Context: an optimization exercise on an open-source flow, tuned for small area. The choices shown serve that exercise and are no tape-out recipe.
Only simulation tests tie the RTL to the original design; equivalence was not proved.
Power and IR drop assume default switching activity.

[flow/design.v]
module locomm_fcd (
    input  wire        clk,
    input  wire        rst,
    input  wire        rx_valid,
    input  wire [7:0]  rx_data,
    output wire        rx_ready,
    output reg         fr_valid,
    output reg  [3:0]  fr_route,
    output wire [2:0]  fr_status,
    output wire [15:0] fr_size,
    output wire [31:0] fr_type,
    output wire [31:0] fr_tag,
    input  wire [3:0]  mb_sel,
    input  wire        mb_take,
    output wire [8:0]  mb_ready,
    output wire [31:0] mb_tag,
    output wire [15:0] mb_size,
    output wire [2:0]  mb_status,
    input  wire        iq_pop,
    output wire [2:0]  iq_level,
    output wire [31:0] iq_tag,
    output wire [15:0] iq_size,
    output wire [2:0]  iq_status
);
    reg  [15:0] cnt;         
    reg  [1:0]  tph;         
    reg  [15:0] size;        
    reg  [31:0] type_r;      
    reg  [31:0] tag_r;       
    reg  [15:0] crc;         
    reg         st_bad;      
    reg         crc_bad;     
    reg         end_bad;     
    assign rx_ready = 1'b1;
    wire take = rx_valid;
    wire [15:0] size_n = {size[7:0], rx_data};        
    wire hdr    = (cnt[15:4] == 12'd0);
    wire b0     = hdr && (cnt[3:0] == 4'd4);
    wire b1     = hdr && (cnt[3:0] == 4'd5);
    wire b3     = hdr && (cnt[3:0] == 4'd7);
    wire b23    = hdr && (cnt[3:1] == 3'd3);          
    wire b01    = hdr && (cnt[3:1] == 3'd2);          
    wire btype  = hdr && (cnt[3:2] == 2'd2);          
    wire btag   = hdr && (cnt[3:2] == 2'd3);          
    wire past3  = (cnt[15:3] != 13'd0);                
    wire tstart = (tph == 2'd0) && past3 && (cnt == size);
    wire short3 = b3 && (size_n[15:3] == 13'd0);     
    wire last   = (tph == 2'd3) ||
                  (short3 && (size_n[2:0] <= 3'd4));
    reg [15:0] crc_upd;
    integer i;
    always @* begin
        crc_upd = crc ^ {8'h00, rx_data};
        for (i = 0; i < 8; i = i + 1)
            crc_upd = crc_upd[0] ? ((crc_upd >> 1) ^ 16'h8408) : (crc_upd >> 1);
    end
    wire [7:0] crc_byte = (tph == 2'd0) ? crc[15:8] : crc[7:0];
    wire       crc_ne   = (rx_data != crc_byte);
    always @(posedge clk) begin
        if (rst) begin
            cnt <= 16'd4;
            tph <= 2'd0;
        end else if (take) begin
            cnt <= last ? 16'd4 : cnt + 16'd1;
            if (last)
                tph <= 2'd0;
            else if (short3)
                tph <= 2'd0 - size_n[1:0];
            else if (tstart || tph != 2'd0)
                tph <= tph + 2'd1;
        end
    end
    always @(posedge clk) begin
        if (take) begin
            if (b23)   size   <= size_n;
            if (btype) type_r <= {type_r[23:0], rx_data};
            if (btag)  tag_r  <= {tag_r[23:0], rx_data};
            if (b0)      st_bad <= (rx_data != 8'h12);
            else if (b1) st_bad <= st_bad | (rx_data != 8'h34);
            if (b01)
                crc <= 16'h0000;
            else if (tph == 2'd0 && !tstart)
                crc <= crc_upd;
            if (tstart)          crc_bad <= crc_ne;
            else if (tph == 2'd1) crc_bad <= crc_bad | crc_ne;
            if (tph == 2'd2)      end_bad <= (rx_data != 8'h56);
            else if (tph == 2'd3) end_bad <= end_bad | (rx_data != 8'h78);
        end
    end
    always @(posedge clk) begin
        if (rst) fr_valid <= 1'b0;
        else     fr_valid <= take && last;
    end
    wire short16 = (size[15:4] == 12'd0);
    wire [1:0] st_code = st_bad  ? 2'b01 :
                         short16   ? 2'b10 :
                         crc_bad ? 2'b11 :
                         end_bad ? 2'b10 : 2'b00;
    function [2:0] st_dec(input [1:0] e, input sm);
        st_dec = {e[1] & ~e[0] & ~sm, e[1] & (e[0] | sm), e[0]};
    endfunction
    assign fr_status = st_dec(st_code, short16);
    assign fr_size   = size;
    assign fr_type   = type_r;
    assign fr_tag    = tag_r;
    always @* begin
        if (size[15:3] == 13'd0)
            fr_route = 4'd11;
        else begin
            case (type_r)
                32'h5057414B: fr_route = 4'd0;    
                32'h5350414B: fr_route = 4'd1;    
                32'h5250414B: fr_route = 4'd2;    
                32'h5341434B: fr_route = 4'd3;    
                32'h4443414B: fr_route = 4'd4;    
                32'h534E414B: fr_route = 4'd5;    
                32'h5343414B: fr_route = 4'd6;    
                32'h4550414B: fr_route = 4'd7;    
                32'h4750414B: fr_route = 4'd8;    
                32'h53454E44: fr_route = 4'd9;    
                default:      fr_route = 4'd10;
            endcase
        end
    end
    wire [49:0] entry = {tag_r, size, st_code};
    reg [8:0]  mb_rdy;
    reg [9*50-1:0] mb_d;     
    integer k;
    always @(posedge clk) begin
        for (k = 0; k < 9; k = k + 1) begin
            if (rst)
                mb_rdy[k] <= 1'b0;
            else if (fr_valid && fr_route == k)
                mb_rdy[k] <= 1'b1;
            else if (mb_take && mb_sel == k)
                mb_rdy[k] <= 1'b0;
            if (fr_valid && fr_route == k)
                mb_d[k*50 +: 50] <= entry;
        end
    end
    assign mb_ready = mb_rdy;
    reg [49:0] mb_q;
    integer r;
    always @* begin
        mb_q = {50{mb_sel[3]}} & mb_d[8*50 +: 50];
        for (r = 0; r < 8; r = r + 1)
            mb_q = mb_q | ({50{~mb_sel[3] && mb_sel[2:0] == r}} & mb_d[r*50 +: 50]);
    end
    assign mb_tag    = mb_q[49:18];
    assign mb_size   = mb_q[17:2];
    assign mb_status = st_dec(mb_q[1:0], mb_q[17:6] == 12'd0);
    reg [4*50-1:0] iq_d;     
    reg [1:0]  iq_rd;
    reg [2:0]  iq_cnt;
    wire       do_pop  = iq_pop && (iq_cnt != 3'd0);
    wire       do_push = fr_valid && (fr_route == 4'd9) && (!iq_cnt[2] || iq_pop);
    wire [1:0] iq_wr   = iq_rd + iq_cnt[1:0];
    always @(posedge clk) begin
        if (rst) begin
            iq_rd  <= 2'd0;
            iq_cnt <= 3'd0;
        end else begin
            if (do_pop)
                iq_rd <= iq_rd + 2'd1;
            iq_cnt <= iq_cnt - {2'd0, do_pop} + {2'd0, do_push};
        end
        for (k = 0; k < 4; k = k + 1)
            if (do_push && iq_wr == k)
                iq_d[k*50 +: 50] <= entry;
    end
    reg [49:0] iq_q;
    always @* begin
        iq_q = 50'd0;
        for (r = 0; r < 4; r = r + 1)
            iq_q = iq_q | ({50{iq_rd == r}} & iq_d[r*50 +: 50]);
    end
    assign iq_level  = iq_cnt;
    assign iq_tag    = iq_q[49:18];
    assign iq_size   = iq_q[17:2];
    assign iq_status = st_dec(iq_q[1:0], iq_q[17:6] == 12'd0);
endmodule
[flow/flow/run.sh]
#!/bin/bash
# Standard layout (standard.sh) with these changes:
#  - synthesis maps with an area-oriented abc script (flow/synth.tcl);
#  - every port still gets a buffer, but a buf_1 rather than clkdlybuf4s50_1;
#  - clock tree: clkbuf_8 buffers, larger sink clusters, no dummy loads.
set -euo pipefail
W=$PWD
export AREA_ABC_SCRIPT=$W/flow/abc_area.script
bash standard.sh SYNTH_SCRIPT=$W/flow/synth.tcl \
  "BUFFER_PORTS_ARGS=-buffer_cell sky130_fd_sc_hd__buf_1" \
  "CTS_ARGS=-sink_clustering_enable -repair_clock_nets -sink_clustering_size 18 -sink_clustering_max_diameter 60 -buf_list sky130_fd_sc_hd__clkbuf_8 -dont_use_dummy_load" \
  finish > $W/standard.log 2>&1
[flow/flow/abc_area.script]
strash
dc2
dch -f
amap -F 3 -A 5
strash
dch -f
amap -F 3 -A 5
buffer -c
topo
[flow/flow/synth.tcl]
# The standard flow's synthesis (synth_recipe.tcl) with one change: abc maps with an
# area-oriented script (flow/abc_area.script) in place of ORFS's.
proc synth {args} { yosys synth -nofsm -noshare {*}$args }
proc abc {args} {
  set i [lsearch -exact $args -script]
  if { $i >= 0 } {
    lset args [expr { $i + 1 }] $::env(AREA_ABC_SCRIPT)
  }
  yosys abc {*}$args
}
source $::env(SCRIPTS_DIR)/synth.tcl
# left out here: clear keep_hierarchy, flatten, clean up, hide names made inside functions, write 1_2_yosys.v
[flow/standard.sh]
#!/bin/bash
# synth_recipe.tcl (not shown) runs the flow's synth.tcl, then flattens the netlist and writes it again
# the make line also repeats each setting of config.mk as NAME=value (left out here)
make -C /OpenROAD-flow-scripts/flow DESIGN_CONFIG=/design/flow/config.mk WORK_HOME=/design/flow/orfs CLKGATE_MAP_FILE= SYNTH_SCRIPT=/design/flow/synth_recipe.tcl "${@:-finish}"
[flow/config.mk]
export PLATFORM = sky130hd
export DESIGN_NAME = locomm_fcd
export DESIGN_NICKNAME = locomm_fcd
export VERILOG_FILES = /design/flow/design.v
export SDC_FILE = /design/flow/constraint.sdc
export NUM_CORES = 4
export LEC_CHECK = 0
export CAP_MARGIN = 20
export CORE_MARGIN = 2
export CORE_UTILIZATION = 70
export PLACE_DENSITY = 0.8
export SLEW_MARGIN = 20
[flow/constraint.sdc]
create_clock -name core_clock -period 10.0 [get_ports {clk}]
set_input_delay 2.0000 -clock core_clock [delete_from_list [all_inputs] [get_ports {clk}]]
set_output_delay 2.0000 -clock core_clock [all_outputs]
set_load 0.01 [all_outputs]
==> summary.txt, run 1 <==
Timing
  • Setup Skew: 0.0453 ns
  • Setup TNS: 0 ns
  • RSZ-0062 raised after global routing: false
  • Fmax: 142 MHz
  • Final Hold Vio Count: 0
  • Endpoints failing setup: 0
  • Min Tclk post-route: 7.04 ns
  • Slew headroom: 37.6%
  • Worst-margin pin slew: 0.935 ns
  • Crit share post-route: 70.4%
  • Final worst slack: 2.96 ns
  • Slew Limit Fails: 0

Floorplanning
  • Die H: 209 um
  • Std-Cell Rows: 75
  • Core Region: 41800 um^2
  • Initial Util: 70.5%
  • Die Span X: 209 um
  • Total Die Area: 43700 um^2
  • # IOs: 220

Cells and area
  • Area grow syn2layout: 4.45%
  • Fin cells: 2414
  • Layout cell share with drive strength beyond 1: 8.37%
  • Finished Core Util: 73.7%
  • Number of fill cells: 2456
  • Area occupied by multi-input gates: 4860 um^2
  • Sequential cell area: 23200 um^2
  • # diodes: 0
  • Layout Nets: 1911

Placed design
  • Count of input and output buffers: 218
  • Detailed Place HPWL: 39.6 mm
  • Placer Congestion: 0.894
  • Placed Cells: 2364
  • DP Worst Slack: 3.03 ns

Worst setup path
  • Worst EP arrival: 5.04 ns
  • Reg2Reg Capture Point: iq_d[29]
  • Req. time, crit path: 8.00 ns
  • CP startpoint: mb_sel[3]
  • Kind of critical path: in2out
  • R2r setup slk: 3.84 ns
  • CP Launch Type: input pin
  • R2r startpoint: type_r[4]
  • Crit Path Max Fanout: 51
  • Path depth of the worst reg2reg path: 20
  • CP Capture Type: output pin

Clock tree
  • Resized cells post-CTS: 0
  • CTS Buf Count: 50
  • Clock-pin transition on the worst setup and hold timing paths: 0.08 ns
  • Largest buffer count on any clock path: 3
  • CTS tree: built
  • H-Tree Depth: 2
  • CTS Hold Buffers Added: 0
  • Post-CTS setup buffers: 0
  • Sink Count: 782
  • Clock latency on the worst-skew pair: 0.69 ns
  • CTS root buf: clkbuf_8

Power and ir drop
  • Combinational share of power: 11.8%
  • Power Internal: 4.22 mW
  • NetSw: 1.37 mW
  • Clock share of power: 24.0%
  • P per Cell Area: 182 nW/um^2
  • Switching share of power: 24.5%
  • Total Power: 5.59 mW
  • Reg power frac: 64.2%
  • Lkg Pwr: 9.60 nW
  • Worst IR Drop VDD: 132 uV

Min path
  • Worst hold start: type_r[14]
  • Hold Path End: type_r[22]
  • Hold Crit Depth: 0
  • HP Class: reg2reg

GRT
  • Vias in the first global route: 16500
  • Gr ovfl total: 0
  • Met3 Use GR: 6.34%
  • GR Util met2: 50.3%
  • Largest net degree at the start of global routing: 52
  • Routing usage on met1: 44.2%
  • Overall Global Routing Usage: 31.4%
  • Initial antenna violation count: 0
  • Top Usage Layer GRT: met2
  • First-pass GRT wire length: 101 mm

Detailed routing
  • First-pass DRT Iterations: 8
  • Wire per inst: 28.4 um
  • DRC errors left: 0
  • Final wirelength: 68.5 mm
  • Detail Route Antenna Nets: 0
  • Via count: 16900
  • Vias per cell: 7.00
  • Drt initial violations: 3163

Yosys
  • Syn Std Cell Area: 29500 um^2
  • Synth warn: 1
  • Count of different cell masters after synthesis: 49
  • Post-synth EDFFs: 749
  • Syn Inst Count: 1686
  • Dominant synthesized flop cell: edfxtp_1
  • FFs w/ async S/R, synth: 0%
  • Syn nets: 1720
  • Count leader, synth: edfxtp_1
  • Synth cell count leaders: 749 x edfxtp_1, 203 x a222oi_1, 135 x nand2_1
  • Register bit total from synthesis: 782
  • Post-synthesis sequential area ratio: 78.6%
  • Synthesized area per cell: 17.5 um^2
  • Top cell type's share of synthesized area: 76.3%
  • Top cells by area, synth: edfxtp_1 76%, a222oi_1 6.9%, clkbuf_8 3.2%
  • Cell accounting for the most synthesized area: edfxtp_1

Job
  • # Max-Cap Violations: 0

Outcome
  • Result of the run: no timing/DRC/antenna violations
## power by group through the flow
stage	Clock (mW)	Sequential (mW)	Combinational (mW)
final	1.34	3.58	0.659
after global routing	1.47	3.59	0.712
after floorplan	0	3.65	0.466
after detailed placement	0	3.66	0.651
after global placement	0	3.66	0.639
after CTS	1.36	3.58	0.654
## worst max-delay path, stage by stage
cell	delay, ns
clkbuf_2	0.38
inv_1	0.13
nand2_1	0.25
nor3_2	0.07
buf_4	0.35
a222oi_1	0.48
nand3_1	0.18
nor4_1	0.44
a41oi_1	0.34
and2b_2	0.29
buf_1	0.12
## area by class of cell
class                   instances  share of cell area (%)
clock buffers                  50                    2.24
inverters                      75                   0.915
multi-input cells             710                    15.8
flip-flops and latches        782                    75.2
well taps                     539                    2.19
repair buffers                258                    3.64
## how the worst max path moves through the flow
stage | endpoint | slack (ns) | depth (start not counted)
2_1_floorplan | iq_d[100] | 2.39 | 18
3_3_place_gp | mb_status[2] | 3.19 | 11
3_5_place_dp | mb_status[2] | 3.03 | 11
4_1_cts | mb_status[2] | 3.00 | 11
5_1_grt | mb_status[2] | 2.84 | 11
6_report | mb_status[2] | 2.96 | 11
## cells in the final DEF, fill, tap and decap left out, types with 3 or more instances in the layout
master	instances
edfxtp_1	749
buf_1	217
a222oi_1	203
nand2_1	135
nor2_1	89
inv_1	74
nand3_1	56
clkbuf_8	50
buf_4	40
dfxtp_1	33
a21oi_1	32
o21ai_0	22
nor3_1	19
nor4_1	15
nor2_4	12
ha_1	12
nor3_2	10
a221oi_1	9
nand4_1	8
o22ai_1	8
or3_2	7
and3_2	7
or2_2	6
or4_2	6
a211oi_1	6
a31oi_1	5
o2111ai_1	4
and2b_2	4
ha_2	4
a22oi_1	3
## per-stage QoR
step,hold WS [ns],area (um^2)
5_1_grt,0.502,30800
6_report,0.483,30800
2_1_floorplan,0.448,29500
3_3_place_gp,0.462,30100
4_1_cts,0.486,30800
3_5_place_dp,0.466,30100
## state kept, by name, summed over array words and instances (netlist names)
signal / count
size: 16
tag_r: 32
mb_d: 450
iq_d: 200
iq_rd: 2
cnt: 16
fr_valid: 1
st_bad: 1
crc: 16
end_bad: 1
tph: 2
type_r: 32
mb_rdy: 9
crc_bad: 1
iq_cnt: 3
## per-layer routing
layer / up-vias / wire length [um] / share of wire, %
met5: - / 0 / 0
li1: 7183 / - / -
met4: 0 / 2280 / 3.3
met2: 1235 / 32600 / 48
met1: 8329 / 25300 / 37
met3: 144 / 8320 / 12
## cell families (layout without fill, tap and decap cells)
logic type | after synthesis | in the layout | synth area share, %
flip-flops | 782 | 782 | 78.6
AND/OR/NAND/NOR | 381 | 381 | 5.93
AO/OA/AOI/OAI | 311 | 311 | 9.27
buffers and inverters | 194 | 383 | 5.45
adder cells (fa/ha/maj) | 17 | 17 | 0.747
other | 1 | 1 | 0.0127
==> inputs of run 2 (changes only) <==
==> flow/flow/abc_area.script (replaced) <==
strash
dc2
dch -f
amap -F 3 -A 5
buffer -c
topo
==> summary.txt, run 2 <==
Detailed routing
  • First-pass DRT Iterations: 11 (was 8)
  • Via count: 16900 (about the same)
  • Detail Route Antenna Nets: 0 (unchanged)
  • Drt initial violations: 2867 (was 3163)
  • DRC errors left: 0 (unchanged)
  • Vias per cell: 7.00 (about the same)
  • Final wirelength: 67.1 mm (was 68.5 mm)
  • Wire per inst: 27.8 um (was 28.4 um)

Timing
  • Final hold slack: 0.475 ns (was 0.483 ns)
  • Setup TNS: 0 ns (unchanged)
  • Crit share post-route: 75.1% (was 70.4%)
  • Final Hold Vio Count: 0 (unchanged)
  • RSZ-0062 raised after global routing: false (unchanged)
  • Final worst slack: 2.49 ns (was 2.96 ns)
  • Endpoints failing setup: 0 (unchanged)
  • Min Tclk post-route: 7.51 ns (was 7.04 ns)
  • Worst-margin pin slew: 1.08 ns (was 0.935 ns)
  • Fmax: 133 MHz (was 142 MHz)
  • Slew Limit Fails: 0 (unchanged)
  • Setup Skew: 0.0546 ns (was 0.0453 ns)
  • Slew headroom: 27.8% (was 37.6%)

Floorplanning
  • Core Region: 41800 um^2 (unchanged)
  • Total Die Area: 43800 um^2 (was 43700 um^2)
  • Std-Cell Rows: 75 (unchanged)
  • Initial Util: 70.6% (was 70.5%)
  • Die H: 209 um (about the same)
  • # IOs: 220 (unchanged)
  • Die Span X: 209 um (about the same)

Yosys
  • Top cells by area, synth: edfxtp_1 76%, a222oi_1 6.8%, clkbuf_8 3.3% (was edfxtp_1 76%, a222oi_1 6.9%, clkbuf_8 3.2%)
  • Synth warn: 1 (unchanged)
  • Synth cell count leaders: 749 x edfxtp_1, 201 x a222oi_1, 134 x nand2_1 (was 749 x edfxtp_1, 203 x a222oi_1, 135 x nand2_1)
  • Dominant synthesized flop cell: edfxtp_1 (unchanged)
  • Top cell type's share of synthesized area: 76.3% (about the same)
  • Syn Std Cell Area: 29500 um^2 (about the same)
  • Count leader, synth: edfxtp_1 (unchanged)
  • Syn nets: 1725 (was 1720)
  • Cell accounting for the most synthesized area: edfxtp_1 (unchanged)
  • Count of different cell masters after synthesis: 45 (was 49)
  • Register bit total from synthesis: 782 (unchanged)
  • Synthesized area per cell: 17.4 um^2 (was 17.5 um^2)
  • FFs w/ async S/R, synth: 0% (unchanged)
  • Post-synthesis sequential area ratio: 78.5% (was 78.6%)
  • Syn Inst Count: 1691 (was 1686)
  • Post-synth EDFFs: 749 (unchanged)

Worst setup path
  • CP Capture Type: output pin (unchanged)
  • Worst EP arrival: 5.51 ns (was 5.04 ns)
  • Req. time, crit path: 8.00 ns (about the same)
  • Crit Path Max Fanout: 51 (unchanged)
  • CP Launch Type: input pin (unchanged)
  • Kind of critical path: in2out (unchanged)

GRT
  • Gr ovfl total: 0 (unchanged)
  • First-pass GRT wire length: 100 mm (was 101 mm)
  • Overall Global Routing Usage: 30.9% (was 31.4%)
  • Vias in the first global route: 16900 (was 16500)
  • Initial antenna violation count: 1 (was 0)
  • Largest net degree at the start of global routing: 52 (unchanged)

Power and ir drop
  • Worst IR Drop VDD: 111 uV (was 132 uV)
  • P per Cell Area: 178 nW/um^2 (was 182 nW/um^2)
  • Total Power: 5.48 mW (was 5.59 mW)
  • Lkg Pwr: 9.62 nW (was 9.60 nW)

Cells and area
  • Area grow syn2layout: 4.36% (was 4.45%)
  • Leading cell type in the layout, fill and taps excluded: edfxtp_1 (unchanged)
  • Layout cell share with drive strength beyond 1: 8.31% (was 8.37%)
  • Top flop regs: mb_d (450), iq_d (200) (unchanged)
  • Finished Core Util: 73.7% (about the same)
  • Commonest cells after routing, fill and taps aside: 749 x edfxtp_1, 217 x buf_1, 201 x a222oi_1, 134 x nand2_1, 92 x nor2_1 (was 749 x edfxtp_1, 217 x buf_1, 203 x a222oi_1, 135 x nand2_1, 89 x nor2_1)
  • Layout Nets: 1913 (was 1911)
  • Biggest register: mb_d (unchanged)
  • # diodes: 0 (unchanged)
  • Largest register FFs: 450 (unchanged)

Clock tree
  • CTS Buf Count: 51 (was 50)
  • CTS Hold Buffers Added: 0 (unchanged)
  • CTS root buf: clkbuf_8 (unchanged)
  • Clock-pin transition on the worst setup and hold timing paths: 0.08 ns (about the same)
  • Post-CTS setup buffers: 0 (unchanged)
  • Resized cells post-CTS: 0 (unchanged)
  • H-Tree Depth: 2 (unchanged)
  • Largest buffer count on any clock path: 3 (unchanged)
  • Clock latency on the worst-skew pair: 0.66 ns (was 0.69 ns)
  • Sink Count: 782 (unchanged)
  • CTS tree: built (unchanged)

Placed design
  • Count of input and output buffers: 218 (unchanged)
  • Placer Congestion: 0.860 (was 0.894)
  • DP Worst Slack: 2.52 ns (was 3.03 ns)
  • Detailed Place HPWL: 38.2 mm (was 39.6 mm)

Job
  • # Max-Cap Violations: 0 (unchanged)

Outcome
  • Result of the run: no timing/DRC/antenna violations (unchanged)

Min path
  • HP Class: reg2reg (unchanged)
## run 2: changes by cell type in the layout (fill, tap and decap cells not counted), sizes merged, moves of 3 or more
cell    change
a21oi       +6
a22oi       +3
buf         -3
inv         -3
nor2        +3
nor3        -7
nor4        +5
o21ai       -3
o221ai      +3
or4b        +3
## run 2: report_power, final
part           internal (mW)  switching, mW  total [mW]
Combinational          0.170          0.371       0.541
Sequential              3.56         0.0259        3.59
Clock                  0.458          0.894        1.35
Total                   4.19           1.29        5.48
## run 2: area by class of cell
cell class                 count  area (um^2)
tap                          539          674
multi-input combinational    716         4880
clock buffer                  51          702
sequential                   782        23200
inverter                      73          274
timing repair buffer         255         1100
fill                        2463        11000
## run 2: final timing paths
kind | slack, ns | endpoint | depth (start not counted) | startpoint
worst max-delay path | 2.49 | mb_status[2] | 12 | mb_sel[3]
worst min-delay path | 0.48 | type_r[20] | 0 | type_r[12]
worst max register to register | 4.14 | iq_d[78] | 17 | type_r[4]
worst min register to register | 0.48 | type_r[20] | 0 | type_r[12]
## run 2: metrics by stage
stage	cell area [um^2]	cells
2_1_floorplan	29500	1691
3_3_place_gp	30100	2365
3_5_place_dp	30100	2365
4_1_cts	30800	2416
5_1_grt	30800	2416
6_report	30800	2416
## run 2: cell families (layout without fill, tap and decap cells)
| kind of cell | after synthesis | count (layout) | synth area share, % |
|---|---|---|---|
| flip-flops | 782 | 782 | 78.5 |
| AND/OR/NAND/NOR | 390 | 390 | 6.20 |
| AO/OA/AOI/OAI | 308 | 308 | 9.08 |
| buffers and inverters | 193 | 379 | 5.47 |
| adder cells (fa/ha/maj) | 17 | 17 | 0.747 |
| other | 1 | 1 | 0.0127 |
## run 2: per-layer routing
layer  up-vias  wire length (um)  track usage (%)
met3       142              7960             4.80
li1       7196                 -                -
met1      8355             24800             43.9
met5         -                 0                0
met4         0              1900             10.5
met2      1210             32500             50.3
## run 2: critical path, cell delays in order
cell and delay [ns]:
clkbuf_2 0.40, buf_4 0.52, inv_1 0.11, nand2_1 0.23, nor3_2 0.07, buf_4 0.36, a222oi_1 0.41, nand3_1 0.17
nor4_1 0.58, a31oi_1 0.24, and2b_2 0.24, buf_1 0.12
==> inputs of run 3 (changes only) <==
--- a/flow/config.mk
+++ b/flow/config.mk
@@ -9,4 +9,4 @@
 export CORE_MARGIN = 2
 export CORE_UTILIZATION = 70
-export PLACE_DENSITY = 0.8
+export PLACE_DENSITY = 0.9
 export SLEW_MARGIN = 20
==> summary.txt, run 3 <==
Outcome
  • Result of the run: no timing/DRC/antenna violations (unchanged)

Worst setup path
  • Req. time, crit path: 8.00 ns (about the same)
  • Crit Path Max Fanout: 52 (was 51)
  • Kind of critical path: in2out (unchanged)
  • Worst EP arrival: 5.38 ns (was 5.51 ns)
  • CP Capture Type: output pin (unchanged)
  • CP Launch Type: input pin (unchanged)

Timing
  • Min Tclk post-route: 7.38 ns (was 7.51 ns)
  • Setup TNS: 0 ns (unchanged)
  • Final Hold Vio Count: 0 (unchanged)
  • Crit share post-route: 73.8% (was 75.1%)
  • Slew Limit Fails: 0 (unchanged)
  • RSZ-0062 raised after global routing: false (unchanged)
  • Slew headroom: 35.4% (was 27.8%)
  • Worst-margin pin slew: 0.967 ns (was 1.08 ns)
  • Endpoints failing setup: 0 (unchanged)
  • Fmax: 136 MHz (was 133 MHz)
  • Setup Skew: 0.123 ns (was 0.0546 ns)

Placed design
  • Placer Congestion: 0.903 (was 0.860)
  • Count of input and output buffers: 218 (unchanged)
  • Detailed Place HPWL: 39.9 mm (was 38.2 mm)
  • Placed Cells: 2369 (was 2365)

Detailed routing
  • Via count: 17400 (was 16900)
  • Vias per cell: 7.17 (was 7.00)
  • Detail Route Antenna Nets: 0 (unchanged)
  • First-pass DRT Iterations: 11 (unchanged)
  • Drt initial violations: 3662 (was 2867)
  • Wire per inst: 29.2 um (was 27.8 um)
  • DRC errors left: 0 (unchanged)
  • Final wirelength: 70.8 mm (was 67.1 mm)

Yosys
  • Mux cell area share after synthesis: 0% (unchanged)
  • Simple-gate share of the synthesized area: 6.20% (unchanged)
  • Post-synthesis sequential area ratio: 78.5% (unchanged)
  • Synth cell count leaders: 749 x edfxtp_1, 201 x a222oi_1, 134 x nand2_1 (unchanged)
  • Synth warn: 1 (unchanged)
  • Syn nets: 1725 (unchanged)
  • Top cells by area, synth: edfxtp_1 76%, a222oi_1 6.8%, clkbuf_8 3.3% (unchanged)
  • Register bit total from synthesis: 782 (unchanged)
  • Synthesized area per cell: 17.4 um^2 (unchanged)
  • Count leader, synth: edfxtp_1 (unchanged)
  • Count of different cell masters after synthesis: 45 (unchanged)
  • Syn Std Cell Area: 29500 um^2 (unchanged)
  • Adder-cell share of the synthesized area: 0.747% (unchanged)
  • Top cell type's share of synthesized area: 76.3% (unchanged)
  • Post-synth EDFFs: 749 (unchanged)
  • FFs w/ async S/R, synth: 0% (unchanged)
  • Compound-Gate Fraction of Synth Area: 9.08% (unchanged)
  • Syn Inst Count: 1691 (unchanged)
  • Dominant synthesized flop cell: edfxtp_1 (unchanged)
  • Cell accounting for the most synthesized area: edfxtp_1 (unchanged)
  • Largest family of logic cells by synthesized area: compound AO/OA/AOI/OAI gates (unchanged)
  • Synth Area in XOR/XNOR: 0% (unchanged)

Clock tree
  • CTS Buf Count: 52 (was 51)
  • CTS root buf: clkbuf_8 (unchanged)
  • Largest buffer count on any clock path: 3 (unchanged)
  • H-Tree Depth: 2 (unchanged)
  • Clock-pin transition on the worst setup and hold timing paths: 0.11 ns (was 0.08 ns)
  • Resized cells post-CTS: 0 (unchanged)
  • Clock latency on the worst-skew pair: 0.73 ns (was 0.66 ns)
  • CTS tree: built (unchanged)
  • Sink Count: 782 (unchanged)
  • CTS Hold Buffers Added: 0 (unchanged)
  • Post-CTS setup buffers: 0 (unchanged)

Cells and area
  • # diodes: 0 (unchanged)
  • Layout cell share with drive strength beyond 1: 8.60% (was 8.31%)
  • Largest register FFs: 450 (unchanged)
  • Layout Nets: 1919 (was 1913)
  • Top flop regs: mb_d (450), iq_d (200) (unchanged)
  • Area grow syn2layout: 4.59% (was 4.36%)
  • Finished Core Util: 73.9% (was 73.7%)
  • Commonest cells after routing, fill and taps aside: 749 x edfxtp_1, 217 x buf_1, 201 x a222oi_1, 134 x nand2_1, 92 x nor2_1 (unchanged)
  • Biggest register: mb_d (unchanged)
  • Fin cells: 2422 (was 2416)
  • Leading cell type in the layout, fill and taps excluded: edfxtp_1 (unchanged)

Floorplanning
  • Die H: 209 um (unchanged)
  • # IOs: 220 (unchanged)
  • Total Die Area: 43800 um^2 (unchanged)
  • Std-Cell Rows: 75 (unchanged)
  • Core Region: 41800 um^2 (unchanged)
  • Initial Util: 70.6% (unchanged)
  • Die Span X: 209 um (unchanged)

GRT
  • First-pass GRT wire length: 104 mm (was 100 mm)
  • Largest net degree at the start of global routing: 53 (was 52)
  • Vias in the first global route: 17200 (was 16900)
  • Overall Global Routing Usage: 32.4% (was 30.9%)
  • Initial antenna violation count: 0 (was 1)
  • Gr ovfl total: 0 (unchanged)

Power and ir drop
  • Worst IR Drop VDD: 109 uV (was 111 uV)
  • Lkg Pwr: 9.66 nW (was 9.62 nW)
  • P per Cell Area: 179 nW/um^2 (was 178 nW/um^2)

Min path
  • HP Class: reg2reg (unchanged)

Job
  • # Max-Cap Violations: 0 (unchanged)
[run 3: changes by cell type in the layout (fill, tap and decap cells not counted)]
cell / change
buf_4: +4
nor3_4: +1
buf_12: +1
clkbuf_8: +1
nor3_2: -1
[run 3: area by class of cell]
type,instances,area [um^2]
repair buffers,260,1150
multi-input cells,716,4890
flip-flops and latches,782,23200
well taps,539,674
inverters,73,274
fillers,2237,10900
clock buffers,52,716
[run 3: worst max-delay path, stage by stage]
cell	delay, ns
clkbuf_2	0.09
buf_4	0.55
inv_1	0.12
nand2_1	0.28
nor3_2	0.06
buf_4	0.35
a222oi_1	0.57
nand3_1	0.22
nor4_1	0.44
a31oi_1	0.26
and2b_2	0.26
buf_1	0.12
[run 3: power by group]
part	leakage (nW)	total (mW)	switching, mW	internal, mW
combinational	2.27	0.560	0.385	0.175
sequential	7.01	3.59	0.0273	3.56
clock	0.374	1.36	0.899	0.466
total	9.66	5.51	1.31	4.20
[run 3: worst paths after layout]
kind              startpoint      endpoint  slack (ns)  cells past startpoint
setup / recovery   mb_sel[3]  mb_status[2]        2.62                     12
hold / removal     type_r[5]    type_r[13]        0.47                      0
setup reg to reg   type_r[4]      iq_d[18]        4.38                     17
hold reg to reg    type_r[5]    type_r[13]        0.47                      0
[run 3: cells by family after synthesis]
| logic type | Yosys count |
|---|---|
| flip-flops | 782 |
| AND/OR/NAND/NOR | 390 |
| AO/OA/AOI/OAI | 308 |
| buffers and inverters | 193 |
| adder cells (fa/ha/maj) | 17 |
| other | 1 |
[run 3: per-stage QoR]
| stage | area (um^2) | hold slack [ns] | total power [mW] | setup WS (ns) |
|---|---|---|---|---|
| after floorplan | 29500 | 0.451 | 4.04 | 2.58 |
| after global placement | 30100 | 0.460 | 4.19 | 2.80 |
| after detailed placement | 30100 | 0.462 | 4.21 | 2.66 |
| after CTS | 30800 | 0.478 | 5.51 | 2.65 |
| after global routing | 30800 | 0.495 | 5.65 | 2.54 |
| final | 30800 | 0.474 | 5.51 | 2.62 |
[run 3: metal layers]
layer  GRT usage (%)  vias up  share of wire [%]
li1                -     7211                  -
met1            44.1     8299                 33
met2            52.3     1652                 48
met3            6.09      213                 15
met4            14.2        0                3.8
met5               0        -                  0
==> inputs of run 4 (changes only) <==
--- a/flow/flow/run.sh
+++ b/flow/flow/run.sh
@@ -9,4 +9,4 @@
 bash standard.sh SYNTH_SCRIPT=$W/flow/synth.tcl \
   "BUFFER_PORTS_ARGS=-buffer_cell sky130_fd_sc_hd__buf_1" \
-  "CTS_ARGS=-sink_clustering_enable -repair_clock_nets -sink_clustering_size 18 -sink_clustering_max_diameter 60 -buf_list sky130_fd_sc_hd__clkbuf_8 -dont_use_dummy_load" \
+  "CTS_ARGS=-sink_clustering_enable -repair_clock_nets -sink_clustering_size 16 -sink_clustering_max_diameter 50 -buf_list sky130_fd_sc_hd__clkbuf_8 -dont_use_dummy_load" \
   finish > $W/standard.log 2>&1
==> flow/flow/abc_area.script (replaced) <==
strash
dch -f
amap
strash
dch -f
amap
buffer -c
topo
--- a/flow/config.mk
+++ b/flow/config.mk
@@ -9,4 +9,7 @@
 export CORE_MARGIN = 2
 export CORE_UTILIZATION = 70
-export PLACE_DENSITY = 0.9
+export CTS_BUF_LIST = sky130_fd_sc_hd__clkbuf_8
+export CTS_CLUSTER_DIAMETER = 50
+export CTS_CLUSTER_SIZE = 16
+export PLACE_DENSITY = 0.8
 export SLEW_MARGIN = 20
==> summary.txt, run 4 <==
Floorplanning
  • Std-Cell Rows: 75 (unchanged)
  • Core Region: 41900 um^2 (was 41800 um^2)
  • Die H: 210 um (was 209 um)
  • Die Span X: 210 um (was 209 um)
  • # IOs: 220 (unchanged)
  • Initial Util: 70.7% (was 70.6%)
  • Total Die Area: 43900 um^2 (was 43800 um^2)

Clock tree
  • CTS Hold Buffers Added: 0 (unchanged)
  • CTS tree: built (unchanged)
  • Clock latency on the worst-skew pair: 0.70 ns (was 0.73 ns)
  • Resized cells post-CTS: 0 (unchanged)
  • Sink Count: 782 (unchanged)
  • Largest buffer count on any clock path: 3 (unchanged)
  • H-Tree Depth: 2 (unchanged)
  • Clock-pin transition on the worst setup and hold timing paths: 0.09 ns (was 0.11 ns)
  • Post-CTS setup buffers: 0 (unchanged)
  • CTS Buf Count: 58 (was 52)
  • CTS root buf: clkbuf_8 (unchanged)

Yosys
  • Top cell type's share of synthesized area: 76.0% (was 76.3%)
  • Syn Std Cell Area: 29600 um^2 (was 29500 um^2)
  • Register bit total from synthesis: 782 (unchanged)
  • Cell accounting for the most synthesized area: edfxtp_1 (unchanged)
  • Synth cell count leaders: 749 x edfxtp_1, 193 x a222oi_1, 127 x nand2_1 (was 749 x edfxtp_1, 201 x a222oi_1, 134 x nand2_1)
  • Post-synth EDFFs: 749 (unchanged)
  • FFs w/ async S/R, synth: 0% (unchanged)
  • Count of different cell masters after synthesis: 53 (was 45)
  • Top cells by area, synth: edfxtp_1 76%, a222oi_1 6.5%, clkbuf_8 3.3% (was edfxtp_1 76%, a222oi_1 6.8%, clkbuf_8 3.3%)
  • Post-synthesis sequential area ratio: 78.3% (was 78.5%)
  • Syn nets: 1722 (was 1725)
  • Dominant synthesized flop cell: edfxtp_1 (unchanged)
  • Synth warn: 1 (unchanged)
  • Synthesized area per cell: 17.5 um^2 (was 17.4 um^2)
  • Count leader, synth: edfxtp_1 (unchanged)
  • Syn Inst Count: 1688 (was 1691)

Power and ir drop
  • Reg power frac: 64.6% (was 65.1%)
  • Lkg Pwr: 9.57 nW (was 9.66 nW)
  • Clock share of power: 25.7% (was 24.8%)
  • Switching share of power: 23.4% (was 23.8%)
  • Combinational share of power: 9.7% (was 10.2%)
  • Power Internal: 4.25 mW (was 4.20 mW)
  • Worst IR Drop VDD: 113 uV (was 109 uV)
  • P per Cell Area: 179 nW/um^2 (about the same)
  • NetSw: 1.30 mW (was 1.31 mW)

Timing
  • Endpoints failing setup: 0 (unchanged)
  • Final Hold Vio Count: 0 (unchanged)
  • Slew headroom: 34.6% (was 35.4%)
  • Setup TNS: 0 ns (unchanged)
  • Setup Skew: 0.0554 ns (was 0.123 ns)
  • Slew Limit Fails: 0 (unchanged)
  • Fmax: 132 MHz (was 136 MHz)
  • Worst-margin pin slew: 0.974 ns (was 0.967 ns)
  • Crit share post-route: 75.9% (was 73.8%)
  • RSZ-0062 raised after global routing: false (unchanged)
  • Min Tclk post-route: 7.59 ns (was 7.38 ns)

Job
  • # Max-Cap Violations: 0 (unchanged)

Cells and area
  • Largest register FFs: 450 (unchanged)
  • Biggest register: mb_d (unchanged)
  • Top flop regs: mb_d (450), iq_d (200) (unchanged)
  • Area grow syn2layout: 4.67% (was 4.59%)
  • Finished Core Util: 74.0% (was 73.9%)
  • Commonest cells after routing, fill and taps aside: 749 x edfxtp_1, 217 x buf_1, 193 x a222oi_1, 127 x nand2_1, 99 x nor2_1 (was 749 x edfxtp_1, 217 x buf_1, 201 x a222oi_1, 134 x nand2_1, 92 x nor2_1)
  • Layout cell share with drive strength beyond 1: 8.94% (was 8.60%)
  • Layout Nets: 1915 (was 1919)
  • Leading cell type in the layout, fill and taps excluded: edfxtp_1 (unchanged)
  • # diodes: 0 (unchanged)

Worst setup path
  • Worst-path cell chain: clkbuf_2 > buf_4 > inv_1 > nand4_1 > clkinv_1 > a222oi_1 > nand3_1 > nor4_1 > a31oi_1 > and2b_2 > buf_1 (was clkbuf_2 > buf_4 > inv_1 > nand2_1 > nor3_2 > buf_4 > a222oi_1 > nand3_1 > nor4_1 > a31oi_1 > and2b_2 > buf_1)
  • Crit Path Max Fanout: 55 (was 52)
  • Kind of critical path: in2out (unchanged)
  • CP max stage delay: 0.77 ns (was 0.57 ns)
  • R2r setup slk: 5.37 ns (was 4.38 ns)
  • Worst EP arrival: 5.59 ns (was 5.38 ns)
  • Req. time, crit path: 8.00 ns (about the same)
  • Slowest-stage cell, CP: clkinv_1 (was a222oi_1)
  • CP Capture Type: output pin (unchanged)
  • CP Launch Type: input pin (unchanged)

Detailed routing
  • Metal-1 WL: 23.9 mm (was 23.3 mm)
  • Detail Route Antenna Nets: 0 (unchanged)
  • Via count: 16700 (was 17400)
  • Wire length on met3: 7.40 mm (was 10.7 mm)
  • First-pass DRT Iterations: 7 (was 11)
  • Highest routed layer: met4 (unchanged)
  • DRC errors left: 0 (unchanged)
  • Routed wl met2: 32.1 mm (was 34.1 mm)
  • Final wirelength: 65.7 mm (was 70.8 mm)
  • Wire per inst: 27.2 um (was 29.2 um)
  • Drt initial violations: 2535 (was 3662)
  • Vias per cell: 6.92 (was 7.17)

GRT
  • Gr ovfl total: 0 (unchanged)
  • Largest net degree at the start of global routing: 56 (was 53)
  • Overall Global Routing Usage: 29.9% (was 32.4%)
  • Initial antenna violation count: 0 (unchanged)
  • First-pass GRT wire length: 97.3 mm (was 104 mm)
  • Vias in the first global route: 16500 (was 17200)

Min path
  • HP Class: reg2reg (unchanged)

Outcome
  • Result of the run: no timing/DRC/antenna violations (unchanged)

Placed design
  • Count of input and output buffers: 218 (unchanged)
  • Detailed Place HPWL: 38.6 mm (was 39.9 mm)
  • Placer Congestion: 0.876 (was 0.903)
## run 4: cell count changes after synthesis, moves of 6 or more
cell      before  now
and3_2         7    1
or4_2          6   14
o21ai_0       19   11
a222oi_1     201  193
a21oi_1       39   28
nor2_1       104  112
nand2_1      134  127
nor3_1        22   30
## run 4: critical path: cells and delay by family
family | cells | cell delay, ns
buf+inv | 5 | 1.73
simple gates | 4 | 1.00
compound gates | 2 | 0.83
## run 4: metal layers
| metal | vias up | GRT usage (%) |
|---|---|---|
| met1 | 8276 | 41.0 |
| met2 | 1117 | 48.9 |
| met3 | 150 | 5.70 |
| met4 | 0 | 11.0 |
| li1 | 7192 | - |
| met5 | - | 0 |
## run 4: power groups by stage
stage | logic [mW] | clock network, mW | registers, mW
3_3_place_gp | 0.526 | 0 | 3.65
4_1_cts | 0.539 | 1.44 | 3.58
3_5_place_dp | 0.537 | 0 | 3.66
2_1_floorplan | 0.383 | 0 | 3.65
5_1_grt | 0.582 | 1.54 | 3.58
6_report | 0.540 | 1.42 | 3.58
## run 4: cell type report
class / count / area, um^2
repair buffers: 255 / 1160
fillers: 2447 / 10900
clock buffers: 58 / 798
well taps: 539 / 674
inverters: 71 / 267
multi-input cells: 713 / 4910
flip-flops and latches: 782 / 23200
## run 4: per-stage QoR
stage,std cells,area (um^2),setup WS [ns],power (mW),hold slack (ns)
final,2418,31000,2.41,5.55,0.483
after global routing,2418,31000,2.07,5.71,0.501
after CTS,2416,30900,2.22,5.56,0.483
after detailed placement,2358,30100,2.24,4.19,0.462
after global placement,2357,30100,2.26,4.18,0.457
after floorplan,1688,29600,3.44,4.03,0.456
## run 4: cells by family after synthesis
logic type / after synthesis / synth area share [%]
other: 1 / 0.0127
adder cells (fa/ha/maj): 17 / 0.745
flip-flops: 782 / 78.3
buffers and inverters: 193 / 5.58
AND/OR/NAND/NOR: 388 / 6.09
AO/OA/AOI/OAI: 305 / 9.23
XOR/XNOR: 2 / 0.0592
## run 4: final timing paths
path / start / endpoint / cells past startpoint
worst min-delay path: type_r[6] / type_r[14] / 0
worst max-delay path: mb_sel[3] / mb_status[2] / 11
worst max register to register: type_r[19] / iq_d[72] / 12
worst min register to register: type_r[6] / type_r[14] / 0
==> inputs of run 5 (changes only) <==
==> flow/flow/abc_area.script (replaced) <==
strash
dc2
dch -f
amap -F 3 -A 5
buffer -c
topo
--- a/flow/config.mk
+++ b/flow/config.mk
@@ -9,7 +9,4 @@
 export CORE_MARGIN = 2
 export CORE_UTILIZATION = 70
-export CTS_BUF_LIST = sky130_fd_sc_hd__clkbuf_8
-export CTS_CLUSTER_DIAMETER = 50
-export CTS_CLUSTER_SIZE = 16
 export PLACE_DENSITY = 0.8
 export SLEW_MARGIN = 20
==> summary.txt, run 5 <==
Outcome
  • Result of the run: no timing/DRC/antenna violations (unchanged)

Worst setup path
  • R2r setup slk: 4.06 ns (was 5.37 ns)
  • Req. time, crit path: 8.00 ns (about the same)
  • Crit Path Max Fanout: 51 (was 55)
  • CP Launch Type: input pin (unchanged)
  • Reg2Reg Capture Point: iq_d[84] (was iq_d[72])
  • Worst EP arrival: 5.51 ns (was 5.59 ns)
  • CP Capture Type: output pin (unchanged)
  • CP startpoint: mb_sel[3] (unchanged)
  • R2r startpoint: type_r[4] (was type_r[19])
  • CP max stage delay: 0.58 ns (was 0.77 ns)
  • Kind of critical path: in2out (unchanged)
  • Path depth of the worst reg2reg path: 17 (was 12)
  • Worst-path cell chain: clkbuf_2 > buf_4 > inv_1 > nand2_1 > nor3_2 > buf_4 > a222oi_1 > nand3_1 > nor4_1 > a31oi_1 > and2b_2 > buf_1 (was clkbuf_2 > buf_4 > inv_1 > nand4_1 > clkinv_1 > a222oi_1 > nand3_1 > nor4_1 > a31oi_1 > and2b_2 > buf_1)
  • CP dominant cell by count: buf_4
  • Slowest-stage cell, CP: nor4_1 (was clkinv_1)

Cells and area
  • Layout cell share with drive strength beyond 1: 8.60% (was 8.94%)
  • Layout Nets: 1919 (was 1915)
  • Number of fill cells: 2437 (was 2447)
  • Biggest register: mb_d (unchanged)
  • Post-route cell area: 30900 um^2 (was 31000 um^2)
  • Finished Core Util: 73.9% (was 74.0%)
  • Largest register FFs: 450 (unchanged)
  • Commonest cells after routing, fill and taps aside: 749 x edfxtp_1, 217 x buf_1, 201 x a222oi_1, 134 x nand2_1, 92 x nor2_1 (was 749 x edfxtp_1, 217 x buf_1, 193 x a222oi_1, 127 x nand2_1, 99 x nor2_1)
  • # diodes: 0 (unchanged)
  • Leading cell type in the layout, fill and taps excluded: edfxtp_1 (unchanged)
  • Area grow syn2layout: 4.64% (was 4.67%)
  • Top flop regs: mb_d (450), iq_d (200) (unchanged)

Yosys
  • FFs w/ async S/R, synth: 0% (unchanged)
  • Simple-gate share of the synthesized area: 6.20% (was 6.09%)
  • Synth cell count leaders: 749 x edfxtp_1, 201 x a222oi_1, 134 x nand2_1 (was 749 x edfxtp_1, 193 x a222oi_1, 127 x nand2_1)
  • Syn Inst Count: 1691 (was 1688)
  • Count leader, synth: edfxtp_1 (unchanged)
  • Syn Std Cell Area: 29500 um^2 (was 29600 um^2)
  • Synthesized area per cell: 17.4 um^2 (was 17.5 um^2)
  • Post-synthesis sequential area ratio: 78.5% (was 78.3%)
  • Synth Area in XOR/XNOR: 0% (was 0.0592%)
  • Cell accounting for the most synthesized area: edfxtp_1 (unchanged)
  • Largest family of logic cells by synthesized area: compound AO/OA/AOI/OAI gates (unchanged)
  • Top cells by area, synth: edfxtp_1 76%, a222oi_1 6.8%, clkbuf_8 3.3% (was edfxtp_1 76%, a222oi_1 6.5%, clkbuf_8 3.3%)
  • Top cell type's share of synthesized area: 76.3% (was 76.0%)
  • Adder-cell share of the synthesized area: 0.747% (was 0.745%)
  • Mux cell area share after synthesis: 0% (unchanged)
  • Compound-Gate Fraction of Synth Area: 9.08% (was 9.23%)
  • Count of different cell masters after synthesis: 45 (was 53)
  • Synth warn: 1 (unchanged)
  • Post-synth EDFFs: 749 (unchanged)
  • Syn nets: 1725 (was 1722)
  • Register bit total from synthesis: 782 (unchanged)
  • Dominant synthesized flop cell: edfxtp_1 (unchanged)

Floorplanning
  • Std-Cell Rows: 75 (unchanged)
  • Total Die Area: 43800 um^2 (was 43900 um^2)
  • Die Span X: 209 um (was 210 um)
  • Core Region: 41800 um^2 (was 41900 um^2)
  • Initial Util: 70.6% (was 70.7%)
  • Die H: 209 um (was 210 um)
  • # IOs: 220 (unchanged)

Power and ir drop
  • Lkg Pwr: 9.66 nW (was 9.57 nW)
  • Clock share of power: 25.6% (was 25.7%)
  • NetSw: 1.31 mW (was 1.30 mW)
  • Power Internal: 4.24 mW (was 4.25 mW)
  • Worst IR Drop VDD: 113 uV (about the same)
  • Total Power: 5.54 mW (was 5.55 mW)
  • Combinational share of power: 9.7% (about the same)
  • Switching share of power: 23.6% (was 23.4%)
  • P per Cell Area: 180 nW/um^2 (was 179 nW/um^2)
  • Reg power frac: 64.7% (was 64.6%)

Detailed routing
  • DRC errors left: 0 (unchanged)
  • Detail Route Antenna Nets: 0 (unchanged)
  • Via count: 17000 (was 16700)
  • Final wirelength: 67.5 mm (was 65.7 mm)
  • Drt initial violations: 3018 (was 2535)
  • First-pass DRT Iterations: 10 (was 7)
  • Vias per cell: 7.02 (was 6.92)
  • Wire per inst: 27.9 um (was 27.2 um)

Timing
  • Endpoints failing setup: 0 (unchanged)
  • RSZ-0062 raised after global routing: false (unchanged)
  • Setup TNS: 0 ns (unchanged)
  • Min Tclk post-route: 7.51 ns (was 7.59 ns)
  • Setup Skew: 0.0500 ns (was 0.0554 ns)
  • Final hold slack: 0.474 ns (was 0.483 ns)
  • Worst-margin pin slew: 1.13 ns (was 0.974 ns)
  • Fmax: 133 MHz (was 132 MHz)
  • Final Hold Vio Count: 0 (unchanged)
  • Crit share post-route: 75.1% (was 75.9%)
  • Slew Limit Fails: 0 (unchanged)
  • Slew headroom: 24.1% (was 34.6%)

Placed design
  • Count of input and output buffers: 218 (unchanged)
  • Dpl cell area: 30100 um^2 (about the same)
  • Placer Congestion: 0.860 (was 0.876)
  • Detailed Place HPWL: 38.2 mm (was 38.6 mm)

Clock tree
  • Clock-pin transition on the worst setup and hold timing paths: 0.08 ns (was 0.09 ns)
  • CTS Buf Count: 57 (was 58)
  • CTS root buf: clkbuf_8 (unchanged)
  • CTS tree: built (unchanged)
  • H-Tree Depth: 2 (unchanged)
  • Clock latency on the worst-skew pair: 0.69 ns (was 0.70 ns)
  • CTS Hold Buffers Added: 0 (unchanged)
  • Resized cells post-CTS: 0 (unchanged)
  • Post-CTS setup buffers: 0 (unchanged)
  • Largest buffer count on any clock path: 3 (unchanged)
  • Sink Count: 782 (unchanged)

Min path
  • HP Class: reg2reg (unchanged)
  • Hold Crit Depth: 0 (unchanged)
  • Hold Path End: type_r[23] (was type_r[14])
  • Worst hold start: type_r[15] (was type_r[6])

GRT
  • Routing usage on met1: 43.7% (was 41.0%)
  • Top Usage Layer GRT: met2 (unchanged)
  • Vias in the first global route: 16900 (was 16500)
  • Initial antenna violation count: 1 (was 0)
  • Largest net degree at the start of global routing: 52 (was 56)
  • Met3 Use GR: 6.08% (was 5.70%)
  • First-pass GRT wire length: 101 mm (was 97.3 mm)
  • Overall Global Routing Usage: 31.1% (was 29.9%)
  • GR Util met2: 50.5% (was 48.9%)
  • Gr ovfl total: 0 (unchanged)

Job
  • # Max-Cap Violations: 0 (unchanged)
run 5: logic make-up (layout without fill, tap and decap cells):
logic type	count (synthesis)	after routing
fa+ha+maj	17	17
simple gates	390	390
buf+inv	193	385
flops	782	782
other cells	1	1
compound gates	308	308
run 5: worst max path at each step:
stage,to,depth (start not counted)
floorplan,iq_d[100],15
global placement,mb_status[2],12
detailed placement,mb_status[2],12
CTS,mb_status[2],12
global route,mb_status[2],12
finish,mb_status[2],12
run 5: stage by stage:
| step | instances | setup slack [ns] |
|---|---|---|
| 2_1_floorplan | 1691 | 2.58 |
| 3_3_place_gp | 2365 | 2.59 |
| 3_5_place_dp | 2365 | 2.52 |
| 4_1_cts | 2422 | 2.52 |
| 5_1_grt | 2422 | 2.35 |
| 6_report | 2422 | 2.49 |
run 5: metal layers:
metal	up-vias	share of wire [%]
met5	-	0
met4	0	2.4
met3	130	13
met2	1309	49
met1	8359	36
li1	7210	-
run 5: worst max-delay path: cells and delay by family:
kind            cells  cell delay [ns]
simple gates        5             1.29
buf+inv             5             1.52
compound gates      2             0.65
run 5: power groups by stage:
stage / Sequential [mW] / Combinational, mW / Clock, mW
2_1_floorplan: 3.65 / 0.384 / 0
5_1_grt: 3.59 / 0.587 / 1.53
3_5_place_dp: 3.66 / 0.539 / 0
6_report: 3.59 / 0.540 / 1.42
3_3_place_gp: 3.66 / 0.526 / 0
4_1_cts: 3.59 / 0.541 / 1.43
run 5: area by class of cell:
cell class | count | area (um^2) | share of cell area, %
multi-input cells | 716 | 4880 | 15.8
clock buffers | 57 | 785 | 2.54
inverters | 73 | 274 | 0.888
flip-flops and latches | 782 | 23200 | 75.0
repair buffers | 255 | 1100 | 3.56
well taps | 539 | 674 | 2.19
==> inputs of run 6 (changes only) <==
--- a/flow/config.mk
+++ b/flow/config.mk
@@ -6,7 +6,7 @@
 export NUM_CORES = 4
 export LEC_CHECK = 0
-export CAP_MARGIN = 20
+export CAP_MARGIN = 0
 export CORE_MARGIN = 2
-export CORE_UTILIZATION = 70
-export PLACE_DENSITY = 0.8
-export SLEW_MARGIN = 20
+export CORE_UTILIZATION = 80
+export PLACE_DENSITY = 0.88
+export SLEW_MARGIN = 0
==> summary.txt, run 6 <==
Outcome
  • Result of the run: no timing/DRC/antenna violations (unchanged)

Cells and area
  • Layout Nets: 1920 (was 1919)
  • Leading cell type in the layout, fill and taps excluded: edfxtp_1 (unchanged)
  • Biggest register: mb_d (unchanged)
  • Largest register FFs: 450 (unchanged)
  • Number of fill cells: 1566 (was 2437)
  • Commonest cells after routing, fill and taps aside: 749 x edfxtp_1, 217 x buf_1, 201 x a222oi_1, 134 x nand2_1, 92 x nor2_1 (unchanged)
  • # diodes: 0 (unchanged)
  • Layout cell share with drive strength beyond 1: 8.65% (was 8.60%)
  • Top flop regs: mb_d (450), iq_d (200) (unchanged)
  • Area grow syn2layout: 4.36% (was 4.64%)

Detailed routing
  • DRC errors left: 0 (unchanged)
  • Vias per cell: 7.45 (was 7.02)
  • Drt initial violations: 3133 (was 3018)
  • Detail Route Antenna Nets: 0 (unchanged)
  • Final wirelength: 70.3 mm (was 67.5 mm)
  • First-pass DRT Iterations: 10 (unchanged)
  • Via count: 17500 (was 17000)
  • Wire per inst: 29.9 um (was 27.9 um)

Yosys
  • Synth Area in XOR/XNOR: 0% (unchanged)
  • Top cells by area, synth: edfxtp_1 76%, a222oi_1 6.8%, clkbuf_8 3.3% (unchanged)
  • Top cell type's share of synthesized area: 76.3% (unchanged)
  • Mux cell area share after synthesis: 0% (unchanged)
  • Largest family of logic cells by synthesized area: compound AO/OA/AOI/OAI gates (unchanged)
  • Synthesized area per cell: 17.4 um^2 (unchanged)
  • Cell accounting for the most synthesized area: edfxtp_1 (unchanged)
  • Adder-cell share of the synthesized area: 0.747% (unchanged)
  • Compound-Gate Fraction of Synth Area: 9.08% (unchanged)
  • Simple-gate share of the synthesized area: 6.20% (unchanged)
  • Synth warn: 1 (unchanged)
  • Synth cell count leaders: 749 x edfxtp_1, 201 x a222oi_1, 134 x nand2_1 (unchanged)
  • Post-synth EDFFs: 749 (unchanged)
  • Post-synthesis sequential area ratio: 78.5% (unchanged)
  • Register bit total from synthesis: 782 (unchanged)
  • Dominant synthesized flop cell: edfxtp_1 (unchanged)
  • Count leader, synth: edfxtp_1 (unchanged)
  • Syn Inst Count: 1691 (unchanged)
  • Syn nets: 1725 (unchanged)
  • Count of different cell masters after synthesis: 45 (unchanged)
  • FFs w/ async S/R, synth: 0% (unchanged)
  • Syn Std Cell Area: 29500 um^2 (unchanged)

Job
  • # Max-Cap Violations: 0 (unchanged)

Placed design
  • Count of input and output buffers: 218 (unchanged)
  • Placer Congestion: 0.936 (was 0.860)
  • DP Worst Slack: 3.04 ns (was 2.52 ns)
  • Detailed Place HPWL: 39.5 mm (was 38.2 mm)

Clock tree
  • Post-CTS setup buffers: 0 (unchanged)
  • CTS tree: built (unchanged)
  • Sink Count: 782 (unchanged)
  • Largest buffer count on any clock path: 3 (unchanged)
  • H-Tree Depth: 2 (unchanged)
  • CTS Hold Buffers Added: 0 (unchanged)
  • Clock-pin transition on the worst setup and hold timing paths: 0.08 ns (about the same)
  • CTS root buf: clkbuf_8 (unchanged)
  • Resized cells post-CTS: 0 (unchanged)
  • CTS Buf Count: 57 (unchanged)
  • Clock latency on the worst-skew pair: 0.71 ns (was 0.69 ns)

Floorplanning
  • Die H: 196 um (was 209 um)
  • Die Span X: 196 um (was 209 um)
  • Initial Util: 81.0% (was 70.6%)
  • # IOs: 220 (unchanged)
  • Total Die Area: 38400 um^2 (was 43800 um^2)
  • Std-Cell Rows: 70 (was 75)
  • Core Region: 36400 um^2 (was 41800 um^2)

GRT
  • Initial antenna violation count: 0 (was 1)
  • Gr ovfl total: 0 (unchanged)
  • Vias in the first global route: 17500 (was 16900)
  • Overall Global Routing Usage: 36.9% (was 31.1%)
  • Largest net degree at the start of global routing: 52 (unchanged)
  • First-pass GRT wire length: 104 mm (was 101 mm)

Worst setup path
  • CP Launch Type: input pin (unchanged)
  • Req. time, crit path: 8.00 ns (about the same)
  • CP max stage delay: 0.55 ns (was 0.58 ns)
  • Worst path bufs/invs: 4 (was 5)
  • Kind of critical path: in2out (unchanged)
  • Path depth of the worst reg2reg path: 17 (unchanged)
  • Crit Path Max Fanout: 33 (was 51)
  • Crit path depth: 11 (was 12)
  • R2r startpoint: type_r[4] (unchanged)
  • CP Capture Type: output pin (unchanged)
  • Reg2Reg Capture Point: iq_d[92] (was iq_d[84])
  • Worst EP arrival: 5.13 ns (was 5.51 ns)
  • Cell family with most CP delay: simple AND/OR/NAND/NOR gates (was buffers and inverters)
  • Slowest-stage cell, CP: nor4_1 (unchanged)
  • Worst-path cell chain: clkbuf_2 > inv_1 > nand2_1 > nor2_4 > buf_4 > a222oi_1 > nand3_1 > nor4_1 > a31oi_1 > and2b_2 > buf_1 (was clkbuf_2 > buf_4 > inv_1 > nand2_1 > nor3_2 > buf_4 > a222oi_1 > nand3_1 > nor4_1 > a31oi_1 > and2b_2 > buf_1)
  • R2r setup slk: 3.97 ns (was 4.06 ns)

Timing
  • Worst-margin pin slew: 0.952 ns (was 1.13 ns)
  • Slew headroom: 36.5% (was 24.1%)
  • Setup TNS: 0 ns (unchanged)
  • Slew Limit Fails: 0 (unchanged)
  • Final hold slack: 0.481 ns (was 0.474 ns)
  • Crit share post-route: 71.3% (was 75.1%)
  • Final worst slack: 2.87 ns (was 2.49 ns)
  • Final Hold Vio Count: 0 (unchanged)
  • RSZ-0062 raised after global routing: false (unchanged)
  • Fmax: 140 MHz (was 133 MHz)
  • Setup Skew: 0.0482 ns (was 0.0500 ns)
  • Endpoints failing setup: 0 (unchanged)
  • Min Tclk post-route: 7.13 ns (was 7.51 ns)

Power and ir drop
  • Worst IR Drop VDD: 187 uV (was 113 uV)
  • P per Cell Area: 181 nW/um^2 (was 180 nW/um^2)
  • Lkg Pwr: 9.67 nW (was 9.66 nW)

Min path
  • Worst hold start: type_r[6] (was type_r[15])
  • Hold Path End: type_r[14] (was type_r[23])
  • HP Class: reg2reg (unchanged)
  • Hold Crit Depth: 0 (unchanged)
run 6: metrics by stage:
stage | cells | cell area [um^2] | power [mW] | util [%]
final | 2352 | 30800 | 5.56 | 84.5
after floorplan | 1691 | 29500 | 4.04 | -
after global placement | 2295 | 30000 | 4.18 | 82.3
after global routing | 2352 | 30800 | 5.69 | 84.5
after detailed placement | 2295 | 30000 | 4.20 | 82.3
after CTS | 2352 | 30800 | 5.55 | 84.5
run 6: worst max path at each step:
stage | slack [ns] | to | startpoint
CTS | 3.00 | mb_status[2] | mb_sel[3]
global route | 2.84 | mb_status[2] | mb_sel[3]
global placement | 3.10 | mb_status[2] | mb_sel[3]
detailed placement | 3.04 | mb_status[2] | mb_sel[3]
floorplan | 2.58 | iq_d[100] | type_r[4]
finish | 2.87 | mb_status[2] | mb_sel[3]
run 6: power breakdown:
group	total (mW)	internal [mW]	leakage [nW]	switching [mW]
clock network	1.41	0.508	0.410	0.906
logic	0.556	0.170	2.25	0.386
registers	3.59	3.56	7.01	0.0273
total	5.56	4.24	9.67	1.32
run 6: cells by family after synthesis:
| logic type | Yosys count |
|---|---|
| compound gates | 308 |
| fa+ha+maj | 17 |
| buf+inv | 193 |
| flops | 782 |
| other cells | 1 |
| simple gates | 390 |
run 6: area by class of cell:
| class | instances | area (um^2) | area share [%] |
|---|---|---|---|
| Sequential cell | 782 | 23200 | 75.2 |
| Multi-Input combinational cell | 716 | 4880 | 15.9 |
| Inverter | 73 | 274 | 0.890 |
| Clock buffer | 57 | 785 | 2.55 |
| Timing Repair Buffer | 256 | 1100 | 3.59 |
| Tap cell | 468 | 586 | 1.90 |
run 6: layer usage:
layer / vias to the layer above / wire, um / track usage [%]
met3: 240 / 10300 / 8.13
met5: - / 0 / 0
met1: 8419 / 22800 / 49.0
met2: 1662 / 34000 / 59.8
li1: 7199 / - / -
met4: 0 / 3170 / 17.4
==> inputs of run 7 (changes only) <==
--- a/flow/flow/run.sh
+++ b/flow/flow/run.sh
@@ -9,4 +9,4 @@
 bash standard.sh SYNTH_SCRIPT=$W/flow/synth.tcl \
   "BUFFER_PORTS_ARGS=-buffer_cell sky130_fd_sc_hd__buf_1" \
-  "CTS_ARGS=-sink_clustering_enable -repair_clock_nets -sink_clustering_size 16 -sink_clustering_max_diameter 50 -buf_list sky130_fd_sc_hd__clkbuf_8 -dont_use_dummy_load" \
+  "CTS_ARGS=-sink_clustering_enable -repair_clock_nets -sink_clustering_size 20 -sink_clustering_max_diameter 50 -buf_list sky130_fd_sc_hd__clkbuf_8 -dont_use_dummy_load" \
   finish > $W/standard.log 2>&1
--- a/flow/config.mk
+++ b/flow/config.mk
@@ -6,7 +6,10 @@
 export NUM_CORES = 4
 export LEC_CHECK = 0
-export CAP_MARGIN = 0
+export CAP_MARGIN = 20
 export CORE_MARGIN = 2
-export CORE_UTILIZATION = 80
-export PLACE_DENSITY = 0.88
-export SLEW_MARGIN = 0
+export CORE_UTILIZATION = 70
+export CTS_BUF_LIST = sky130_fd_sc_hd__clkbuf_8
+export CTS_CLUSTER_DIAMETER = 50
+export CTS_CLUSTER_SIZE = 16
+export PLACE_DENSITY = 0.8
+export SLEW_MARGIN = 20
==> summary.txt, run 7 <==
Outcome
  • Result of the run: no timing/DRC/antenna violations (unchanged)

Cells and area
  • Number of fill cells: 2433 (was 1566)
  • Largest register FFs: 450 (unchanged)
  • Sequential cell area: 23200 um^2 (unchanged)
  • Layout cell share with drive strength beyond 1: 8.41% (was 8.65%)

Worst setup path
  • Req. time, crit path: 8.00 ns (about the same)
  • Worst EP arrival: 5.52 ns (was 5.13 ns)
  • Worst-path cell chain: clkbuf_2 > buf_4 > inv_1 > nand2_1 > nor3_2 > buf_4 > a222oi_1 > nand3_1 > nor4_1 > a31oi_1 > and2b_2 > buf_1 (was clkbuf_2 > inv_1 > nand2_1 > nor2_4 > buf_4 > a222oi_1 > nand3_1 > nor4_1 > a31oi_1 > and2b_2 > buf_1)
  • CP max stage delay: 0.58 ns (was 0.55 ns)
  • Crit Path Max Fanout: 51 (was 33)
  • Slowest-stage cell, CP: nor4_1 (unchanged)

Min path
  • HP Class: reg2reg (unchanged)

Floorplanning
  • Initial Util: 70.6% (was 81.0%)
  • Die H: 209 um (was 196 um)
  • Core Region: 41800 um^2 (was 36400 um^2)

Detailed routing
  • DRC errors left: 0 (unchanged)
  • Via count: 16900 (was 17500)
  • First-pass DRT Iterations: 8 (was 10)

GRT
  • Overall Global Routing Usage: 31.1% (was 36.9%)
  • Vias in the first global route: 16900 (was 17500)
  • First-pass GRT wire length: 100 mm (was 104 mm)
  • Top Usage Layer GRT: met2 (unchanged)
  • Largest net degree at the start of global routing: 52 (unchanged)

Yosys
  • Count leader, synth: edfxtp_1 (unchanged)
  • Dominant synthesized flop cell: edfxtp_1 (unchanged)
  • Post-synth EDFFs: 749 (unchanged)
  • Count of different cell masters after synthesis: 45 (unchanged)
  • Top cell type's share of synthesized area: 76.3% (unchanged)
  • FFs w/ async S/R, synth: 0% (unchanged)
  • Adder-cell share of the synthesized area: 0.747% (unchanged)
  • Syn nets: 1725 (unchanged)
  • Synth Area in XOR/XNOR: 0% (unchanged)
  • Largest family of logic cells by synthesized area: compound AO/OA/AOI/OAI gates (unchanged)

Timing
  • Setup TNS: 0 ns (unchanged)
  • Final Hold Vio Count: 0 (unchanged)
  • Fmax: 133 MHz (was 140 MHz)
  • Crit share post-route: 75.2% (was 71.3%)
  • Worst-margin pin slew: 1.08 ns (was 0.952 ns)

Placed design
  • Detailed Place HPWL: 38.2 mm (was 39.5 mm)
  • Placer Congestion: 0.860 (was 0.936)

Power and ir drop
  • Lkg Pwr: 9.64 nW (was 9.67 nW)
  • Total Power: 5.50 mW (was 5.56 mW)
  • Worst IR Drop VDD: 113 uV (was 187 uV)

Clock tree
  • CTS Hold Buffers Added: 0 (unchanged)
  • CTS root buf: clkbuf_8 (unchanged)
  • Sink Count: 782 (unchanged)
  • Post-CTS setup buffers: 0 (unchanged)
  • H-Tree Depth: 2 (unchanged)
  • Clock-pin transition on the worst setup and hold timing paths: 0.11 ns (was 0.08 ns)
## run 7: cell counts after synthesis
Identical to the previous run, type by type.
## run 7: path summary, 6_finish.rpt
path | startpoint | to | cells after the start | slack, ns
max | mb_sel[3] | mb_status[2] | 12 | 2.48
min | type_r[22] | type_r[30] | 0 | 0.47
max reg2reg | type_r[4] | iq_d[84] | 17 | 4.12
min reg2reg | type_r[22] | type_r[30] | 0 | 0.47
## run 7: report_power, final
| part | internal [mW] | switching, mW | leakage [nW] | total (mW) |
|---|---|---|---|---|
| clock network | 0.475 | 0.899 | 0.381 | 1.37 |
| logic | 0.170 | 0.372 | 2.24 | 0.542 |
| registers | 3.56 | 0.0262 | 7.01 | 3.59 |
| total | 4.21 | 1.30 | 9.64 | 5.50 |
## run 7: kinds of logic (layout without fill, tap and decap cells)
kind of cell	count (synthesis)	after routing
other cells	1	3
flops	782	782
fa+ha+maj	17	17
buf+inv	193	381
compound gates	308	308
simple gates	390	390
## run 7: area by class of cell
type,count,area share (%)
Clock buffer,53,2.37
Tap cell,539,2.19
Sequential cell,782,75.1
Antenna cell,2,0.0162
Inverter,73,0.889
Multi-Input combinational cell,716,15.8
Timing Repair Buffer,255,3.56
## run 7: worst max-delay path: cells and delay by family
family | cells | cell delay (ns)
buf+inv | 5 | 1.52
simple gates | 5 | 1.29
compound gates | 2 | 0.65
## run 7: per-layer routing
layer / wire length (um) / part of all wire (%) / vias to the layer above
met5: 0 / 0 / -
met4: 1870 / 2.8 / 0
met3: 8220 / 12 / 133
met2: 32900 / 49 / 1204
met1: 24700 / 37 / 8333
li1: - / - / 7207
## run 7: through the flow
step	setup WS, ns	hold slack [ns]	cell area [um^2]	std cells	util (%)
after floorplan	2.58	0.451	29500	1691	-
after global placement	2.59	0.453	30100	2365	72.0
after detailed placement	2.52	0.454	30100	2365	72.0
after CTS	2.52	0.468	30800	2418	73.8
after global routing	2.36	0.476	30800	2418	73.8
final	2.48	0.466	30800	2420	73.8

-- afterwards: timing with drivers on the ports --
In the flow no input, the clock included, has a driving cell. The finished layouts below were timed again as built, in two steps.
Step 1 sets driving cells, clkbuf_16 on the clock port and buf_2 on the other inputs (assumed; they add their load-dependent delay and slew).
Step 2 also shifts input and output timing later by t, the mid clock arrival at the registers, as if the neighbouring blocks saw the same clock.
Slacks: ideal / step 1 / step 2; pairs: ideal / step 1.
run	t, ns	slack for setup (ns)
run 1	0.716	2.959 / 2.906 / 2.906
run 2	0.691	2.488 / 2.442 / 2.442
run 3	0.720	2.622 / 2.576 / 2.576
run 4	0.722	2.415 / 2.388 / 2.388
run 5	0.723	2.489 / 2.445 / 2.445
run 6	0.734	2.874 / 2.843 / 2.843
run 7	0.696	2.479 / 2.437 / 2.437
After both steps setup and hold are still met in every run listed.
